This is an optimization exercise on Yosys and OpenROAD, whose aim is small area, a short achievable clock period and few clock cycles per item, not a production implementation.
Where RTL was checked, it was by simulation tests only, not by an equivalence proof against the original.
The RTL of run 2 was laid out without a check of its function.
Power and IR drop assume default switching activity.

==> flow/design.v, too long to show whole: its modules and the start of the top module <==
// module dwibus_codec: 1630 lines
// module dw_nor2: 3 lines
// module dw_nand4: 3 lines
// module dw_ao21: 3 lines
// module dw_ai21b: 3 lines
// module dw_xor2: 3 lines
module dwibus_codec (
    input  wire         clk,
    input  wire         rst,         
    input  wire         start,       
    input  wire         op,          
    input  wire [7:0]   self_addr,   
    input  wire [479:0] frame_in,
    output wire         ready,
    output reg          done,        
    output wire [7:0]   status,
    output wire [7:0]   crc,
    output wire [479:0] frame_out
);
  // ...
==> flow/flow/run.sh <==
#!/bin/bash
# Own layout flow: the standard flow, with each port buffered by the
# smallest buffer (buf_1) instead of the one buffer_ports picks by default.
set -euo pipefail
bash standard.sh "BUFFER_PORTS_ARGS=-buffer_cell sky130_fd_sc_hd__buf_1" finish > standard_flow.log 2>&1
==> flow/standard.sh <==
#!/bin/bash
# synth_recipe.tcl (not shown) runs the flow's synth.tcl, then flattens the netlist and writes it again
# the make line also repeats each setting of config.mk as NAME=value (left out here)
make -C /OpenROAD-flow-scripts/flow DESIGN_CONFIG=/design/flow/config.mk WORK_HOME=/design/flow/orfs CLKGATE_MAP_FILE= SYNTH_SCRIPT=/design/flow/synth_recipe.tcl "${@:-finish}"
==> flow/config.mk <==
export PLATFORM = sky130hd
export DESIGN_NAME = dwibus_codec
export DESIGN_NICKNAME = dwibus_codec
export VERILOG_FILES = /design/flow/design.v
export SDC_FILE = /design/flow/constraint.sdc
export NUM_CORES = 4
export LEC_CHECK = 0
export CAP_MARGIN = 20
export CORE_AREA = 10 10 290 290
export CTS_CLUSTER_DIAMETER = 60
export CTS_CLUSTER_SIZE = 30
export DIE_AREA = 0 0 300 300
export PLACE_DENSITY = 0.6
export SETUP_SLACK_MARGIN = 2.3
export SLEW_MARGIN = 20
export SYNTH_HIERARCHICAL = 1
export SYNTH_MINIMUM_KEEP_SIZE = 0
==> flow/constraint.sdc <==
create_clock -name core_clock -period 5.0 [get_ports {clk}]
set_input_delay 1.0000 -clock core_clock [delete_from_list [all_inputs] [get_ports {clk}]]
set_output_delay 1.0000 -clock core_clock [all_outputs]
set_load 0.01 [all_outputs]
==> notes.md, run 1 <==
- Min cycle time layout: 2.65 ns
- Tapcell Cnt: 1040
- Vias in the first global route: 15515
- Post-Place Cells: 3356
- CP Launch Type: flop
- Reg2reg start: img[200]
- Distinct cells, synth: 30
- Post-Synth XOR/XNOR Area: 31.7%
- Compound-Gate Fraction of Synth Area: 0.468%
- Finished Core Util: 39.7%
- Switching power: 8.04 mW
- Worst-path clk slew: 0.08 ns
- Status: complete, no violations
- Critical path peak fanout: 4
- Starting Density: 27.9%
- Crit-path leading delay family: flip-flops
- Nonclk inv count: 2
- Resized Gates After CTS: 150
- Finished Cell Area: 30800 sq um
- Adder-Cell Fraction of Synth Area: 0%
- Worst vdd ir: 447 uV
- Crit path buffers/inverters: 2
- Die width: 300 microns
- Met3 WL: 7330 microns
- Final Hold Viols: 0
- Crit path cell chain: nor2_2 > nand4_1 > buf_6 > a21o_1 > buf_6
- Reg-to-reg slack, setup: 2.35 ns
- Met1 usage in global routing: 21.1%
- Routed vias/inst: 4.08
- H-tree depth: 2
- Max-Cap Viols: 0
- Initial antenna violation count: 14
- Max Clk Rate: 377 MHz
- Worst Path Required: 4.00 ns
- Worst r2r path cells: 8
- Mapped Area: 21700 sq um
- Clk sinks: 479
- Comb. pwr: 10.1 mW
- Max-slew headroom: 28.2%
- CTS tree: yes
- CP Capture Point: status[4]
- Core area: 77600 sq um
- Final setup fails: 0
Testbench counts, summed over its fixed seeds: cycles 3,840, frames 1,920.
==> run 2: changes to the inputs <==
--- a/flow/design.v
+++ b/flow/design.v
@@ -14,19 +14,24 @@
     wire [479:0] fi = frame_in;
     reg         busy;
     reg [439:0] img;       
     reg [7:0]   pc_q;      
     reg [7:0]   ps_q;      
     reg         chk_q;     
     reg [3:0]   pre_q;     
     reg [7:0]   crc_q;
-    reg [7:0]   syn_q;     
+    reg [3:0]   synz_q;    
     wire [15:0] part_in;   
     wire [15:0] crc_syn;   
+    wire [3:0]  synz;      
+    dw_nor2 u_z0 (.a(crc_syn[8]),  .b(crc_syn[9]),  .y(synz[0]));
+    dw_nor2 u_z1 (.a(crc_syn[10]), .b(crc_syn[11]), .y(synz[1]));
+    dw_nor2 u_z2 (.a(crc_syn[12]), .b(crc_syn[13]), .y(synz[2]));
+    dw_nor2 u_z3 (.a(crc_syn[14]), .b(crc_syn[15]), .y(synz[3]));
     assign ready = ~busy;
     wire [15:0] m01 = op ? fi[15:0] : 16'h55AA;
     wire p0;
     dw_xor2 u_p0 (.a(fi[63]), .b(fi[176]), .y(p0));
     wire p1;
     dw_xor2 u_p1 (.a(fi[305]), .b(fi[434]), .y(p1));
     wire p2;
     dw_xor2 u_p2 (.a(fi[67]), .b(fi[196]), .y(p2));
@@ -1606,25 +1611,21 @@
         pc_q  <= part_in[7:0];
         ps_q  <= part_in[15:8];
         if (!busy) begin
             img   <= fi[2*8 +: 440];
             chk_q <= chk_in;
             pre_q <= pre_in;
         end
         crc_q <= crc_syn[7:0];
-        syn_q <= crc_syn[15:8];
+        synz_q <= synz;
     end
-    wire n01, n23, n45, n67, syn_nz;
+    wire syn_nz;
     wire [3:0] st;
-    dw_nor2  u_n01 (.a(syn_q[0]), .b(syn_q[1]), .y(n01));
-    dw_nor2  u_n23 (.a(syn_q[2]), .b(syn_q[3]), .y(n23));
-    dw_nor2  u_n45 (.a(syn_q[4]), .b(syn_q[5]), .y(n45));
-    dw_nor2  u_n67 (.a(syn_q[6]), .b(syn_q[7]), .y(n67));
-    dw_nand4 u_nz  (.a(n01), .b(n23), .c(n45), .d(n67), .y(syn_nz));
+    dw_nand4 u_nz  (.a(synz_q[0]), .b(synz_q[1]), .c(synz_q[2]), .d(synz_q[3]), .y(syn_nz));
     dw_ao21  u_st0 (.a(chk_q), .b(syn_nz), .c(pre_q[0]), .y(st[0]));
     dw_ai21b u_st1 (.a(chk_q), .b(syn_nz), .c(pre_q[1]), .y(st[1]));
     dw_ai21b u_st2 (.a(chk_q), .b(syn_nz), .c(pre_q[2]), .y(st[2]));
     dw_ao21  u_st3 (.a(chk_q), .b(syn_nz), .c(pre_q[3]), .y(st[3]));
     assign status    = {3'b000, st[3], 1'b0, st[2:0]};
     assign crc       = crc_q;
     assign frame_out = {8'h0A, 8'h0D, crc_q, img, 8'h55, 8'hAA};
 endmodule
==> flow/config.mk (replaced) <==
export PLATFORM = sky130hd
export DESIGN_NAME = dwibus_codec
export DESIGN_NICKNAME = dwibus_codec
export VERILOG_FILES = /design/flow/design.v
export SDC_FILE = /design/flow/constraint.sdc
export NUM_CORES = 4
export LEC_CHECK = 0
export CAP_MARGIN = 20
export CORE_AREA = 10 10 290 290
export DIE_AREA = 0 0 300 300
export PLACE_DENSITY = 0.6
export SETUP_SLACK_MARGIN = 2.3
export SLEW_MARGIN = 20
export SYNTH_HIERARCHICAL = 1
export SYNTH_MINIMUM_KEEP_SIZE = 0
==> run 2 against run 1 <==
Net effect:
- still clean on timing, DRC and antenna
- synthesized cell count decreased by 0.29%
- via count increased by 0.10%
- maximum frequency decreased by 1.7%
==> notes.md, run 2 <==
- Count leader, synth: xor2_1 (unchanged)
- Critical path peak fanout: 2 (was 4)
- Largest net degree at the start of global routing: 153 (was 160)
- Worst vdd ir: 526 uV (was 447 uV)
- Num CTS Buffers: 54 (was 47)
- Most frequent cells in the layout: 951 x buf_1, 537 x xor2_1, 445 x edfxtp_1 (was 947 x buf_1, 565 x xor2_1, 445 x edfxtp_1)
- Mean Syn Cell Area: 15.8 sq um (about the same)
- Final Hold Viols: 0 (unchanged)
- PD cells: 630 nW/um^2 (was 629 nW/um^2)
- Largest Register: img (unchanged)
- Reg-to-reg slack, setup: 2.31 ns (was 2.35 ns)
- Post-synth top flop: edfxtp_1 (unchanged)
- Worst path slowest cell: edfxtp_1 (was dfxtp_1)
- Cell Count, Final, Fillers Out: 3561 (was 3531)
- Post-Place Cells: 3351 (was 3356)
- DRC: 0 (unchanged)
- Ys async rst share: 0% (unchanged)
- Finished Cell Area: 31000 sq um (was 30800 sq um)
- CP most frequent cell: xor2_1 (was buf_6)
- Setup Crit Path Kind: flop to flop (was flop to primary output)
- Worst r2r path cells: 10 (was 8)
- Worst-path clk slew: 0.07 ns (was 0.08 ns)
- Hold endpoint: busy (unchanged)
- Max-slew headroom: 33.8% (was 28.2%)
- CP max stage delay: 0.45 ns (was 0.33 ns)
- Register area share after synthesis: 64.7% (was 64.8%)
- Final setup fails: 0 (unchanged)
- Max-slew violation count: 0 (unchanged)
- Clock Root Buffer: clkbuf_16 (unchanged)
- Hold Path Stages: 1 (unchanged)
- Leakage power: 11.3 nW (was 11.2 nW)
- CP Launch Type: flop (unchanged)
- Clk sinks: 475 (was 479)
- Final Cycle Share: 53.9% (was 53.0%)
- Total power: 19.5 mW (was 19.4 mW)
- Drt wl/cell: 26.4 microns (was 26.3 microns)
- Via Count: 14416 (was 14401)
- Post-DP HPWL: 80700 microns (was 79300 microns)
- CTS tree: yes (unchanged)
- TritonRoute pass-1 iters: 5 (unchanged)
- Num ports: 990 (unchanged)
- Most common cell after layout, fill and taps aside: buf_1 (unchanged)
- Reg2reg start: img[205] (was img[200])
- Area leader, netlist: edfxtp_1 (unchanged)
- Max Clk Rate: 371 MHz (was 377 MHz)
- Die span in y: 300 microns (unchanged)
- Min cycle time layout: 2.69 ns (was 2.65 ns)
- Placed cell areas: 26400 sq um (about the same)
- Distinct cells, synth: 30 (unchanged)
- Max-Cap Viols: 0 (unchanged)
- Syn. warnings: 7 (unchanged)
- Critical path arrival: 3.20 ns (was 1.65 ns)
- Post-DRT Antenna Nets: 0 (unchanged)
- Area Overhead vs Synth: 43.5% (was 42.2%)
- Worst Path Required: 5.51 ns (was 4.00 ns)
- Mapped Area: 21600 sq um (was 21700 sq um)
- Area contributors post-synth: edfxtp_1 62%, xor2_1 32%, dfxtp_1 2.8%, buf_4 1.5%, xnor2_1 0.32% (was edfxtp_1 62%, xor2_1 31%, dfxtp_1 3.1%, buf_4 1.5%, xnor2_1 0.32%)
- Clock Skews: 0.0183 ns (was 0.0361 ns)
- Hold WC Path Type: flop to flop (unchanged)
- Gr ovfl total: 0 (unchanged)
- H-tree depth: 2 (unchanged)
- Top post-synthesis cells by count: 777 x xor2_1, 445 x edfxtp_1, 44 x buf_4, 30 x dfxtp_1 (was 777 x xor2_1, 445 x edfxtp_1, 44 x buf_4, 34 x dfxtp_1)
- Largest register FFs: 440 (unchanged)
- Hold slack: 0.439 ns (was 0.461 ns)
- Fill cell count: 7508 (was 7430)
- Starting Density: 27.8% (was 27.9%)
- Finished Core Util: 39.9% (was 39.7%)
- Worst R2R End: synz_q[3] (was syn_q[0])
- GR Util All Layers: 19.8% (was 19.4%)
- Synth Instances: 1365 (was 1369)
- Row count: 102 (unchanged)
- Core area: 77600 sq um (unchanged)
- Nets: 2965 (was 2945)
- Crit path cell chain: xor2_2 > xor2_2 > xor2_2 > buf_4 > xor2_1 > xor2_1 > xor2_1 > xor2_1 > xor2_1 > nor2_1 (was nor2_2 > nand4_1 > buf_6 > a21o_1 > buf_6)
- Initial antenna violation count: 21 (was 14)
- Worst-Skew Late Latency: 0.62 ns (was 0.60 ns)
- DRT iter0 DRCs: 877 (was 1028)
- Number of buffers added on ports: 953 (unchanged)
- Status: complete, no violations (unchanged)
- Hold path startpoint: busy (unchanged)
- Placer Congestion: 0.908 (was 0.882)
- Detailed Route WL: 94100 microns (was 92900 microns)
- Vias in the first global route: 15527 (was 15515)
- Share of the synthesized area in the top cell type: 61.9% (was 61.7%)
- Share of layout cells above drive strength 1: 17.6% (was 16.3%)
- Crit. End Element: flop (was primary output)
- RSZ-0062 raised after global routing: true (unchanged)
- EDFF count, synth: 445 (unchanged)
- Hold Buf Count CTS: 0 (unchanged)
- Worst-Margin Slew: 0.993 ns (was 1.08 ns)
- Clock buffer depth: 3 (unchanged)
- #FFs+latches synth: 475 (was 479)
- Routed vias/inst: 4.05 (was 4.08)
- Die width: 300 microns (unchanged)
- First-pass GRT wire length: 123000 microns (about the same)
- DIE AREA: 90000 sq um (unchanged)
[run 2: cell types whose count changed in the layout (fill, tap and decap cells not counted), sizes merged]
cell and change:
buf +16, clkbuf +15, inv -15, clkinv +12, dfxtp -4, clkinvlp +3, bufinv +2, diode +1
[run 2: per-module statistics from Yosys (local to each module, per instance)]
module	flip-flops and latches	copies in the design	cells inside	cell area [sq um]
dw_ai21b	0	2	1	11.3
dw_xor2	0	777	1	8.76
dw_ao21	0	2	1	7.51
dwibus_codec	475	1	579	14700
dw_nor2	0	4	1	3.75
dw_nand4	0	1	1	6.26
[run 2: cell families after synthesis]
kind of cell / count (synthesis) / synth area share (%)
xor+xnor: 785 / 31.8
flops: 475 / 64.7
buf+inv: 47 / 1.58
simple gates: 44 / 1.39
compound gates: 12 / 0.469
other cells: 2 / 0.0348
[run 2: metrics by stage]
stage          worst slack (ns)  setup TNS [ns]
3_5_place_dp               1.48               0
6_report                   2.31               0
2_1_floorplan             -2.46        -1098.33
5_1_grt                    2.18               0
3_3_place_gp               1.53               0
4_1_cts                    2.17               0
[run 2: worst max-delay path: cells and delay by family (launching register included)]
kind,cells,cell delay [ns]
XOR/XNOR,8,1.91
flip-flops,1,0.45
buffers and inverters,1,0.18
AND/OR/NAND/NOR,1,0.05
[run 2: worst max path at each step]
stage | end | cells after the start | startpoint
after floorplan | chk_q | 1 | busy
after global placement | ps_q[4] | 8 | frame_in[40]
after detailed placement | pc_q[0] | 8 | op
after CTS | synz_q[2] | 9 | img[117]
after global routing | synz_q[1] | 12 | img[201]
final | synz_q[3] | 10 | img[205]
[run 2: report_power, final]
part / switching, mW / internal, mW / leakage, nW
registers: 0.325 / 4.94 / 4.82
logic: 5.99 / 4.30 / 5.63
clock network: 1.70 / 2.24 / 0.841
[run 2: cell type report]
| type | count | area (sq um) | area share, % |
|---|---|---|---|
| clock inverters | 35 | 324 | 1.05 |
| diodes | 4 | 10.0 | 0.0323 |
| well taps | 1040 | 1300 | 4.20 |
| flip-flops and latches | 475 | 14000 | 45.1 |
| multi-input cells | 877 | 9470 | 30.6 |
| inverters | 2 | 11.3 | 0.0364 |
| clock buffers | 65 | 1410 | 4.56 |
| repair buffers | 1063 | 4480 | 14.5 |
[run 2: routing by layer]
metal | global-route usage (%) | vias up | part of all wire (%)
met5 | 0 | - | 0.19
met1 | 21.9 | 7018 | 37
met3 | 6.35 | 128 | 8.1
li1 | - | 6584 | -
met2 | 35.8 | 658 | 52
met4 | 5.86 | 28 | 2.9
[run 2: what timing repair did]
action                     CTS  global route
pin swaps                   47            81
setup buffers               59            47
setup endpoints to repair   28            19
gates resized for setup    168            91

[static timing again, ports no longer ideal]
No port has a modelled driver above. Below, the same layouts with a new extraction and two added sets of constraints. Step 1: set_driving_cell puts a clkbuf_16 on clk and a buf_2 on each other input, an assumption about the parent block. Step 2 moves the port delays by t, midway between the first and last clock arrival at a register: inputs arrive t later, outputs are due t later. That takes back most of the time a late clock gives input paths. Slacks: ideal ports / drivers / drivers and shift; pairs: ideal ports / drivers.
| run | shift t [ns] | slack for setup (ns) | worst slew at a driven data input, ns |
|---|---|---|---|
| run 1 | 0.651 | 2.351 / 2.286 / 1.822 | 0.17 |
| run 2 | 0.677 | 2.306 / 2.306 / 1.749 | 0.17 |
After both steps setup and hold are still met in every run listed. The setup slack of run 2, which loses most, moves by 0.000 ns with the drivers and by -0.557 ns with both steps.
